Context: an optimization exercise on an open-source flow, tuned for small area, a short achievable clock period and few clock cycles per item. The choices shown serve that exercise and are no tape-out recipe. Function was not checked in any run shown here: the RTL went through the layout flow alone.

File: flow/config.mk
export PLATFORM = sky130hd
export DESIGN_NAME = vpb_adpcm
export DESIGN_NICKNAME = vpb_adpcm
export VERILOG_FILES = /design/flow/design.v
export SDC_FILE = /design/flow/constraint.sdc
export NUM_CORES = 4
export LEC_CHECK = 0
export CAP_MARGIN = 20
export CORE_MARGIN = 2
export CORE_UTILIZATION = 40
export PLACE_DENSITY = 0.6
export SLEW_MARGIN = 20
File: flow/constraint.sdc
create_clock -name core_clock -period 15.0 [get_ports {clk}]
set_input_delay 3.0000 -clock core_clock [delete_from_list [all_inputs] [get_ports {clk}]]
set_output_delay 3.0000 -clock core_clock [all_outputs]
set_load 0.01 [all_outputs]
File: flow/design.v
module vpb_adpcm (
    input  wire               clk,
    input  wire               rst,
    input  wire               start,
    output wire               busy,
    input  wire        [15:0] count,
    input  wire       [255:0] coefs,      
    input  wire         [7:0] ps_in,
    input  wire signed [15:0] yn1_in,
    input  wire signed [15:0] yn2_in,
    input  wire               in_valid,
    output wire               in_ready,
    input  wire         [7:0] in_byte,
    output wire               out_valid,
    input  wire               out_ready,
    output wire signed [15:0] out_sample,
    output wire               done,
    output wire         [7:0] ps_out,
    output wire signed [15:0] yn1_out,
    output wire signed [15:0] yn2_out
);
    function [23:0] booth_enc(input [15:0] c);
        integer i;
        reg b2, b1, b0;
        begin
            for (i = 0; i < 8; i = i + 1) begin
                b2 = c[2*i+1];
                b1 = c[2*i];
                b0 = (i == 0) ? 1'b0 : c[2*i-1];
                booth_enc[i]      = b1 ^ b0;
                booth_enc[8 + i]  = (b2 & ~b1 & ~b0) | (~b2 & b1 & b0);
                booth_enc[16 + i] = b2 & ~(b1 & b0);
            end
        end
    endfunction
    function [32:0] booth_row(input [23:0] e, input [15:0] y, input integer i);
        reg [16:0] m;
        integer j;
        begin
            for (j = 0; j < 17; j = j + 1)
                m[j] = (e[i] & y[(j == 16) ? 15 : j]) |
                       (e[8 + i] & ((j == 0) ? 1'b0 : y[j - 1]));
            m = m ^ {17{e[16 + i]}};
            booth_row = {16'd0, ~m[16], m[15:0]} << (2 * i);
        end
    endfunction
    localparam [32:0] KROW = ~33'h055550000 + 33'd1;    
    reg               running;
    reg       [255:0] coef_r;
    reg        [15:0] a_left;      
    reg         [2:0] pos;         
    reg         [7:0] hn;          
    reg               hn_v;
    reg         [7:0] cur, nxt;    
    reg               cur_v, nxt_v;
    reg         [7:0] ps_a;        
    reg               fl;          
    reg         [3:0] j;           
    reg        [23:0] c2_e;
    reg        [32:0] p;           
    reg        [23:0] c1_e;
    reg               pv, p_last;
    reg        [15:0] y1, y2;      
    reg               of_p, of_n;  
    reg               ov, o_last;
    reg               done_r;
    wire [15:0] y1c = of_p ? 16'h7fff : of_n ? 16'h8000 : y1;
    wire accept   = start && !running;
    wire hdr_in   = (pos == 3'd0);
    assign in_ready = running && (hdr_in ? !hn_v : !nxt_v);
    wire in_fire  = in_valid && in_ready;
    wire out_fire = ov && out_ready;
    wire a_rdy = running && fl && cur_v && (a_left != 16'd0);
    wire bf    = pv && (!ov || out_ready) && (a_rdy || p_last);
    wire af    = a_rdy && (!pv || bf);
    wire fend  = (j == 4'd13);
    wire fload = hn_v && (!fl || (af && fend));
    wire        [3:0] nib   = j[0] ? cur[3:0] : cur[7:4];
    wire        [3:0] scale = ps_a[3:0];
    wire       [32:0] term  = $signed({{29{nib[3]}}, nib}) <<< (scale + 5'd11);
    wire       [15:0] c1sel = coef_r[{ps_a[6:4], 1'b0} * 16 +: 16];
    wire       [15:0] c2sel = coef_r[{hn[6:4], 1'b1} * 16 +: 16];
    wire       [23:0] c1_n  = booth_enc(c1sel);
    wire [32:0] a_sum = booth_row(c2_e, y1c, 0) + booth_row(c2_e, y1c, 1) +
                        booth_row(c2_e, y1c, 2) + booth_row(c2_e, y1c, 3) +
                        booth_row(c2_e, y1c, 4) + booth_row(c2_e, y1c, 5) +
                        booth_row(c2_e, y1c, 6) + booth_row(c2_e, y1c, 7) +
                        {18'd0, c2_e[23], 1'b0, c2_e[22], 1'b0, c2_e[21], 1'b0, c2_e[20], 1'b0,
                         c2_e[19], 1'b0, c2_e[18], 1'b0, c2_e[17], 1'b0, c2_e[16]} +
                        {18'd0, c1_n[23], 14'd0} +
                        term + (KROW + KROW + 33'd1024);
    wire [32:0] b_sum = booth_row(c1_e, y1c, 0) + booth_row(c1_e, y1c, 1) +
                        booth_row(c1_e, y1c, 2) + booth_row(c1_e, y1c, 3) +
                        booth_row(c1_e, y1c, 4) + booth_row(c1_e, y1c, 5) +
                        booth_row(c1_e, y1c, 6) + booth_row(c1_e, y1c, 7) +
                        {20'd0, c1_e[22], 1'b0, c1_e[21], 1'b0, c1_e[20], 1'b0,
                         c1_e[19], 1'b0, c1_e[18], 1'b0, c1_e[17], 1'b0, c1_e[16]} +
                        p;
    wire b_ovf = !(&b_sum[32:26] || !(|b_sum[32:26]));
    always @(posedge clk) begin
        if (rst) begin
            running <= 1'b0;
            pv      <= 1'b0;
            ov      <= 1'b0;
            done_r  <= 1'b0;
        end else begin
            done_r <= 1'b0;
            if (accept) begin
                coef_r <= coefs;
                a_left <= count;
                pos    <= 3'd0;
                hn_v   <= 1'b0;
                cur_v  <= 1'b0;
                nxt_v  <= 1'b0;
                fl     <= 1'b0;
                j      <= 4'd0;
                ps_a   <= ps_in;
                of_p   <= 1'b0;
                of_n   <= 1'b0;
                if (count == 16'd0) begin
                    y1     <= yn1_in;
                    y2     <= yn2_in;
                    done_r <= 1'b1;
                end else begin
                    y1      <= yn2_in;
                    y2      <= yn1_in;
                    running <= 1'b1;
                end
            end
            if (in_fire) begin
                pos <= pos + 3'd1;
                if (hdr_in) begin
                    hn   <= in_byte;
                    hn_v <= 1'b1;
                end
            end
            if (af && j[0]) begin
                if (nxt_v) begin
                    cur <= nxt;
                    if (in_fire && !hdr_in) nxt <= in_byte;
                    else nxt_v <= 1'b0;
                end else begin
                    if (in_fire && !hdr_in) cur <= in_byte;
                    else cur_v <= 1'b0;
                end
            end else if (in_fire && !hdr_in) begin
                if (cur_v) begin
                    nxt   <= in_byte;
                    nxt_v <= 1'b1;
                end else begin
                    cur   <= in_byte;
                    cur_v <= 1'b1;
                end
            end
            if (fload) begin
                ps_a <= hn;
                c2_e <= booth_enc(c2sel);
                fl   <= 1'b1;
                hn_v <= 1'b0;
            end else if (af && fend) begin
                fl <= 1'b0;
            end
            if (af) begin
                j      <= fend ? 4'd0 : j + 4'd1;
                a_left <= a_left - 16'd1;
                p      <= a_sum;
                c1_e   <= c1_n;
                pv     <= 1'b1;
                p_last <= (a_left == 16'd1);
                if (!pv) begin
                    y1 <= y2;
                    y2 <= y1c;
                end
            end else if (bf) begin
                pv <= 1'b0;
            end
            if (bf) begin
                y1     <= b_sum[26:11];
                of_p   <= b_ovf && !b_sum[32];
                of_n   <= b_ovf && b_sum[32];
                y2     <= y1c;
                ov     <= 1'b1;
                o_last <= p_last;
            end else if (out_fire) begin
                ov <= 1'b0;
            end
            if (out_fire && o_last) begin
                running <= 1'b0;
                done_r  <= 1'b1;
            end
        end
    end
    assign busy       = running;
    assign out_valid  = ov;
    assign out_sample = y1c;
    assign done       = done_r;
    assign ps_out     = ps_a;
    assign yn1_out    = y1c;
    assign yn2_out    = y2;
endmodule
File: flow/run.sh
#!/bin/bash
# synth_recipe.tcl (not shown) runs the flow's synth.tcl, then flattens the netlist and writes it again
# the make line also repeats each setting of config.mk as NAME=value (left out here)
make -C /OpenROAD-flow-scripts/flow DESIGN_CONFIG=/design/flow/config.mk WORK_HOME=/design/flow/orfs CLKGATE_MAP_FILE= SYNTH_SCRIPT=/design/flow/synth_recipe.tcl finish
==> results.tsv, run 1 <==
metric	value	unit
I/O pins	385	
hold slack	453.6	ps
setup TNS	0	ps
Post-Syn Area per Cell	11.86	sq um
Die Footprint	84180	sq um
Hold Path End	o_last	
GR Util met3	0.03814	
post-synth top area share	0.3961	
HPWL after DPL	68080	um
Diodes inserted	0	
post-synthesis mux area share	0.07232	
CP endpoint kind	flip-flop	
Placed Cells	4027	
Syn Inst Count	2761	
largest family of logic cells by synthesized area	adder cells	
largest net degree at the start of global routing	177	
setup violators final	0	
M1 GR Usage	0.2741	
Core ar.	80810	sq um
gpl congestion	0.8622	
Req. time, crit path	15340	ps
Detailed Routing Iterations Pass 1	6	
instance count on the critical path	26	
distinct cell type count after synthesis	65	
hold buffers post-CTS	0	
unrepaired setup endpoints after global routing	false	
final wirelength	91880	um
fmax	129.0	MHz
vias in the first global route	23768	
area of the multi-input gates	17790	sq um
top-count cell post-synth	edfxtp_1	
met2 usage	0.3750	
Routed Antenna Nets	0	
top post-synthesis cells by count	edfxtp_1, inv_1, xnor2_1	
synth top area cells	edfxtp_1, fa_1, ha_1	
Final WS setup	7248	ps
via density per instance	5.506	
critical-path maximum fanout	11	
Post-CTS Setup Repair Bufs	0	
CP arrival	8100	ps
WHS Path Cells	0	
CTS tree	done	
total gr overflow	0	
PortBufs	384	
clock buffer depth	3	
post-synthesis compound-gate area fraction	0.1179	
Worst-Margin Slew	1185	ps
critical path's slowest cell	xor2_1	
CTS HTree Levels	2	
R2R setup slack	7250	ps
sequential fraction of the synthesis area	0.3985	
DRC violation count after routing	0	
Die Wd	290.1	um
NumNets Final	3770	
fillers	7107	
worst skew pair latency	610	ps
relative slew slack	0.2099	
R2R Path End	p[31]	
status	finished clean	
global-route usage over all layers	0.2149	
Yosys reg bits	436	
post-synthesis adder-cell area fraction	0.2147	
Syn-to-layout area delta	19.17	%
share of flip-flops with an asynchronous set or reset	0	
area share of and/or/nand/nor cells after synthesis	0.04466	
# Max-Cap Violations	0	
share of layout cells above drive strength 1	0.08118	
Tcrit/Tclk final	0.5168	
Initial Util	0.4053	
reg2reg start	ps_a[0]	
Die H	290.1	um
hold wc startpoint	p_last	
crit start category	flip-flop	
fin cells	4115	
clk slew on worst S/H paths	60	ps
WS Path Type	flip-flop to flip-flop	
global routing's busiest layer	met2	
FF+latch area	13050	sq um
CTS Buf Count	49	
Final Max Tran Viols	0	
Fin Clk Skew	26.80	ps
FP Rows	104	
Warnings, synthesis	1	
delay-heaviest family, CP	adder cells	
CP Buf/Inv Count	3	
antenna violations before repair	1	
routed len/inst	22.33	um
Root Driver	clkbuf_16	
Critical Path Max Stage Delay	600	ps
r2r worst-path depth	26	
clock period minus worst slack	7752	ps
first-pass GRT wire length	141000	um
pre-CTS setup slack	7261	ps
Via Count	22656	
clock sinks	436	
Post-synth EDFFs	432	
worst min path class	flip-flop to flip-flop	
CTS resizes	0	
Main synth FF type	edfxtp_1	
Fin. Hold Viols	0	
post-synthesis xor/xnor area fraction	0.09119	
mapped cell area	32750	sq um
cell accounting for the most synthesized area	edfxtp_1	
DR iter-0 viols	1502	
-- flip-flops by register name, summed over array words and instances, names as in the netlist, 8 cells and up --
name	count
nxt	8
cur	8
c1_e	24
a_left	16
y1	16
hn	8
c2_e	24
coef_r	256
p	33
ps_a	8
y2	16
-- metrics by stage --
stage	area (sq um)	utilization
after CTS	39010	0.4827
after global placement	37380	0.4626
after global routing	39030	0.4830
after floorplan	32760	-
final	39030	0.4830
after detailed placement	37390	0.4627
-- metal layers --
metal / vias up / share of wire
met3: 124 / 0.066
met1: 11422 / 0.41
li1: 10303 / -
met4: 0 / 0.024
met2: 807 / 0.50
met5: - / 0
-- area by class of cell --
type | instances | area share
clock buffer | 58 | 0.03228
clock inverter | 30 | 0.009200
inverter | 289 | 0.02779
multi-input combinational | 1818 | 0.4558
sequential | 436 | 0.3344
tap | 1060 | 0.03398
timing repair buffer | 424 | 0.1065
-- worst max-delay path by stage --
stage	from	end	slack, ps
after floorplan	rst	coef_r[0]	110
after global placement	ps_a[0]	p[31]	7490
after detailed placement	ps_a[0]	p[31]	7260
after CTS	ps_a[0]	p[31]	7200
after global routing	ps_a[0]	p[31]	6710
final	ps_a[0]	p[31]	7250
-- cells by family (layout without fill, tap and decap cells) --
| kind of cell | Yosys count | count (layout) |
|---|---|---|
| adder cells (fa/ha/maj) | 427 | 427 |
| other | 1 | 3 |
| buffers and inverters | 509 | 801 |
| flip-flops | 436 | 436 |
| AO/OA/AOI/OAI | 573 | 573 |
| AND/OR/NAND/NOR | 322 | 322 |
| multiplexers | 152 | 152 |
| XOR/XNOR | 341 | 341 |
-- cell usage in the layout (no fill, tap or decap), drive strengths merged, types with 11 or more instances in the layout --
cell type and count:
a211oi 34, a21o 40, a21oi 118, a22oi 242
a31oi 13, and3 11, buf 40, clkbuf 58
clkdlybuf4s50 384, clkinv 21, edfxtp 432, fa 225
ha 202, inv 290, mux2 37, mux2i 51
mux4 64, nand2 103, nand3 24, nor2 109
nor2b 12, nor3 15, nor4 13, o21ai 78
xnor2 279, xor2 62
==> run 2: changes to the inputs <==
--- a/flow/design.v
+++ b/flow/design.v
@@ -62,9 +62,10 @@
     reg               pv, p_last;
     reg        [15:0] y1, y2;      
     reg               of_p, of_n;  
+    reg               keep;        
     reg               ov, o_last;
     reg               done_r;
-    wire [15:0] y1c = of_p ? 16'h7fff : of_n ? 16'h8000 : y1;
+    wire [15:0] y1c = {(y1[15] & keep) | of_n, (y1[14:0] & {15{keep}}) | {15{of_p}}};
     wire accept   = start && !running;
     wire hdr_in   = (pos == 3'd0);
     assign in_ready = running && (hdr_in ? !hn_v : !nxt_v);
@@ -74,10 +75,11 @@
     wire bf    = pv && (!ov || out_ready) && (a_rdy || p_last);
     wire af    = a_rdy && (!pv || bf);
     wire fend  = (j == 4'd13);
-    wire fload = hn_v && (!fl || (af && fend));
+    wire fload = running && hn_v && (!fl || (af && fend));
     wire        [3:0] nib   = j[0] ? cur[3:0] : cur[7:4];
     wire        [3:0] scale = ps_a[3:0];
-    wire       [32:0] term  = $signed({{29{nib[3]}}, nib}) <<< (scale + 5'd11);
+    wire signed [18:0] tsh  = $signed({{15{nib[3]}}, nib}) <<< scale;
+    wire       [32:0] term  = {{3{tsh[18]}}, tsh, 11'd0};
     wire       [15:0] c1sel = coef_r[{ps_a[6:4], 1'b0} * 16 +: 16];
     wire       [15:0] c2sel = coef_r[{hn[6:4], 1'b1} * 16 +: 16];
     wire       [23:0] c1_n  = booth_enc(c1sel);
@@ -88,7 +90,7 @@
                         {18'd0, c2_e[23], 1'b0, c2_e[22], 1'b0, c2_e[21], 1'b0, c2_e[20], 1'b0,
                          c2_e[19], 1'b0, c2_e[18], 1'b0, c2_e[17], 1'b0, c2_e[16]} +
                         {18'd0, c1_n[23], 14'd0} +
-                        term + (KROW + KROW + 33'd1024);
+                        term + (KROW + KROW + 33'd1024 + 33'h004000000);
     wire [32:0] b_sum = booth_row(c1_e, y1c, 0) + booth_row(c1_e, y1c, 1) +
                         booth_row(c1_e, y1c, 2) + booth_row(c1_e, y1c, 3) +
                         booth_row(c1_e, y1c, 4) + booth_row(c1_e, y1c, 5) +
@@ -96,7 +98,7 @@
                         {20'd0, c1_e[22], 1'b0, c1_e[21], 1'b0, c1_e[20], 1'b0,
                          c1_e[19], 1'b0, c1_e[18], 1'b0, c1_e[17], 1'b0, c1_e[16]} +
                         p;
-    wire b_ovf = !(&b_sum[32:26] || !(|b_sum[32:26]));
+    wire b_ovf = |b_sum[32:27];
     always @(posedge clk) begin
         if (rst) begin
             running <= 1'b0;
@@ -117,6 +119,7 @@
                 ps_a   <= ps_in;
                 of_p   <= 1'b0;
                 of_n   <= 1'b0;
+                keep   <= 1'b1;
                 if (count == 16'd0) begin
                     y1     <= yn1_in;
                     y2     <= yn2_in;
@@ -175,9 +178,10 @@
                 pv <= 1'b0;
             end
             if (bf) begin
-                y1     <= b_sum[26:11];
+                y1     <= {~b_sum[26], b_sum[25:11]};
                 of_p   <= b_ovf && !b_sum[32];
                 of_n   <= b_ovf && b_sum[32];
+                keep   <= !b_ovf;
                 y2     <= y1c;
                 ov     <= 1'b1;
                 o_last <= p_last;
==> flow/flow/run.sh (new file) <==
#!/bin/bash
set -euo pipefail
cat >> config.mk <<'EOC'
export SETUP_SLACK_MARGIN = 10
export BUFFER_PORTS_ARGS = -buffer_cell sky130_fd_sc_hd__buf_1
EOC
bash standard.sh > orfs_make.log 2>&1
==> flow/standard.sh (new file) <==
#!/bin/bash
# synth_recipe.tcl (not shown) runs the flow's synth.tcl, then flattens the netlist and writes it again
# the make line also repeats each setting of config.mk as NAME=value (left out here)
make -C /OpenROAD-flow-scripts/flow DESIGN_CONFIG=/design/flow/config.mk WORK_HOME=/design/flow/orfs CLKGATE_MAP_FILE= SYNTH_SCRIPT=/design/flow/synth_recipe.tcl "${@:-finish}"
--- a/flow/config.mk
+++ b/flow/config.mk
@@ -10,3 +10,5 @@
 export CORE_UTILIZATION = 40
 export PLACE_DENSITY = 0.6
 export SLEW_MARGIN = 20
+export SETUP_SLACK_MARGIN = 10
+export BUFFER_PORTS_ARGS = -buffer_cell sky130_fd_sc_hd__buf_1
removed: flow/run.sh
==> run 2 against run 1 <==
  * Global-route usage is 0.29 points higher
  * Largest cell class unchanged
  * Routed wire length is 1.3% higher
  * Still clean on timing, DRC and antenna
  * Synthesized area is 0.47% lower
  * Critical path type unchanged
==> results.tsv, run 2 <==
metric	value	unit
status	finished clean	
fillers	7126	
Diodes inserted	0	
Via Count	23358	
Detailed Routing Iterations Pass 1	5	
Largest register FFs	256	
Die H	289.5	um
global-route usage over all layers	0.2178	
fin util	0.4927	
largest registers	coef_r (256), p (33)	
Critical Path Start	ps_a[4]	
final instance area	39680	sq um
FP Rows	104	
relative slew slack	0.2263	
reg2reg start	ps_a[4]	
hold buffers post-CTS	0	
fmax	152.7	MHz
Req. time, crit path	15360	ps
PortBufs	384	
share of flip-flops with an asynchronous set or reset	0	
antenna violations before repair	0	
FF+latch area	13080	sq um
Syn Inst Count	2730	
clock buffer depth	3	
gpl congestion	0.8671	
top post-synthesis cells by count	edfxtp_1, inv_1, a22oi_1	
Die Wd	289.5	um
Post-synth EDFFs	433	
NumNets Final	3870	
Fin. Hold Viols	0	
Warnings, synthesis	1	
distinct cell type count after synthesis	80	
mapped cell area	32600	sq um
HPWL after DPL	63160	um
DRC violation count after routing	0	
Routed Antenna Nets	0	
Die Footprint	83790	sq um
share of layout cells above drive strength 1	0.2014	
Core ar.	80550	sq um
Post-Syn Area per Cell	11.94	sq um
final wirelength	93030	um
commonest non-fill, non-tap cells in the layout	edfxtp_1, buf_1, inv_1, xnor2_1, a22oi_1	
Worst-Margin Slew	1161	ps
CP endpoint kind	flip-flop	
CTS Buf Count	48	
hold wc startpoint	nxt[0]	
WS Path Type	flip-flop to flip-flop	
routed len/inst	22.00	um
setup violators final	0	
crit start category	flip-flop	
CP arrival	6910	ps
clk slew on worst S/H paths	60	ps
# Max-Cap Violations	0	
post-synth top area share	0.3989	
setup TNS	0	ps
Main synth FF type	edfxtp_1	
sequential fraction of the synthesis area	0.4014	
Root Driver	clkbuf_16	
DR iter-0 viols	1923	
vias in the first global route	24651	
worst min path class	flip-flop to flip-flop	
worst skew pair latency	630	ps
I/O pins	385	
area of the multi-input gates	18880	sq um
clock sinks	437	
commonest non-fill, non-tap cell in the layout	edfxtp_1	
top-count cell post-synth	edfxtp_1	
Yosys reg bits	437	
via density per instance	5.525	
Post-DP Area	35250	sq um
cell accounting for the most synthesized area	edfxtp_1	
unrepaired setup endpoints after global routing	true	
Initial Util	0.4047	
Syn-to-layout area delta	21.74	%
synth top area cells	edfxtp_1, fa_1, ha_1	
first-pass GRT wire length	140500	um
CTS tree	done	
CTS HTree Levels	2	
Top reg by flops	coef_r	
critical-path maximum fanout	6	
largest net degree at the start of global routing	185	
Final Max Tran Viols	0	
total gr overflow	0	
Tcrit/Tclk final	0.4366	
clock period minus worst slack	6549	ps
Fin Clk Skew	70.04	ps
==> run 2: cell types whose count changed in the layout (fill, tap and decap cells not counted), moves of 30 or more <==
cell             delta
xnor2_1            -48
a21oi_1            -42
a22oi_1            -45
buf_4              +83
a21oi_2            +30
a22oi_2            +47
ha_1               -37
ha_4               +34
clkdlybuf4s50_1   -384
buf_1             +376
==> run 2: worst max-delay path: stages (launching register included) <==
cell and delay (ps):
edfxtp_1 400, buf_12 140, mux4_2 510, mux2i_2 210, inv_2 90, ha_4 160
or2_4 260, fa_2 560, fa_2 450, inv_2 80, fa_2 440, fa_2 560
ha_4 210, ha_4 240, and3_4 150, a22oi_2 220, o41ai_4 160, a221o_1 450
a211oi_4 300, o21bai_2 130, a221oi_4 300, o311a_1 210, xnor2_1 80
==> run 2: logic make-up after synthesis <==
kind of cell / synth area share
AND/OR/NAND/NOR: 0.04641
XOR/XNOR: 0.08652
multiplexers: 0.07424
flip-flops: 0.4014
adder cells (fa/ha/maj): 0.2096
AO/OA/AOI/OAI: 0.1179
buffers and inverters: 0.06403
==> run 2: timing repair <==
item,in CTS,in global routing
pin swaps,100,91
endpoints found under the setup margin,253,188
resized for setup,203,94
cloned,12,1
buffers inserted,98,27
==> run 2: per-stage QoR <==
stage	worst slack, ps	cells	hold WS, ps
3_5_place_dp	7626	4000	515.9
5_1_grt	8257	4228	518.1
2_1_floorplan	7466	2730	452.6
3_3_place_gp	7758	3999	504.4
6_report	8451	4228	493.9
4_1_cts	8475	4200	495.9
==> run 2: metal layers <==
metal / routed length, um / vias up / GRT usage / part of all wire
met5: 0 / - / 0 / 0
met4: 3071 / 0 / 0.07603 / 0.033
met3: 6439 / 180 / 0.03953 / 0.069
met2: 45850 / 890 / 0.3640 / 0.49
met1: 37680 / 11814 / 0.2844 / 0.40
li1: - / 10474 / - / -
==> run 2: area by class of cell <==
cell class / count / area share
Sequential cell: 437 / 0.3297
Clock buffer: 57 / 0.03162
Multi-Input combinational cell: 1774 / 0.4759
Tap cell: 1060 / 0.03342
Clock inverter: 33 / 0.01189
Timing Repair Buffer: 568 / 0.08916
Inverter: 299 / 0.02838
==> run 2: path summary, 6_finish.rpt <==
check             endpoint  slack [ps]  depth (start not counted)
setup / recovery     p[32]        8450                         22
hold / removal      cur[0]         490                          1
setup reg to reg     p[32]        8450                         22
hold reg to reg     cur[0]         490                          1

-- port drivers added, routing unchanged --
The flow's constraints put no driver on any port. The routed layouts listed below were extracted and timed again, unchanged, in two steps.
Step 1, drivers: a clkbuf_16 drives clk and a buf_2 each remaining input, both assumed.
Step 2 moves the port delays by t, midway between the first and last clock arrival at a register: inputs arrive t later, outputs are due t later. That takes back most of the time a late clock gives input paths.
Three values: no drivers, after step 1, after step 2; two values: the first two.
| run | t (ns) | slack for setup (ns) | hold WS [ns] | worst register clock-pin slew, ns |
|---|---|---|---|---|
| run 1 | 0.667 | 7.248 / 7.248 / 7.248 | 0.454 / 0.454 / 0.454 | 0.07 / 0.07 |
| run 2 | 0.660 | 8.451 / 8.451 / 8.451 | 0.494 / 0.494 / 0.494 | 0.07 / 0.07 |
After both steps every run listed still meets setup and hold.
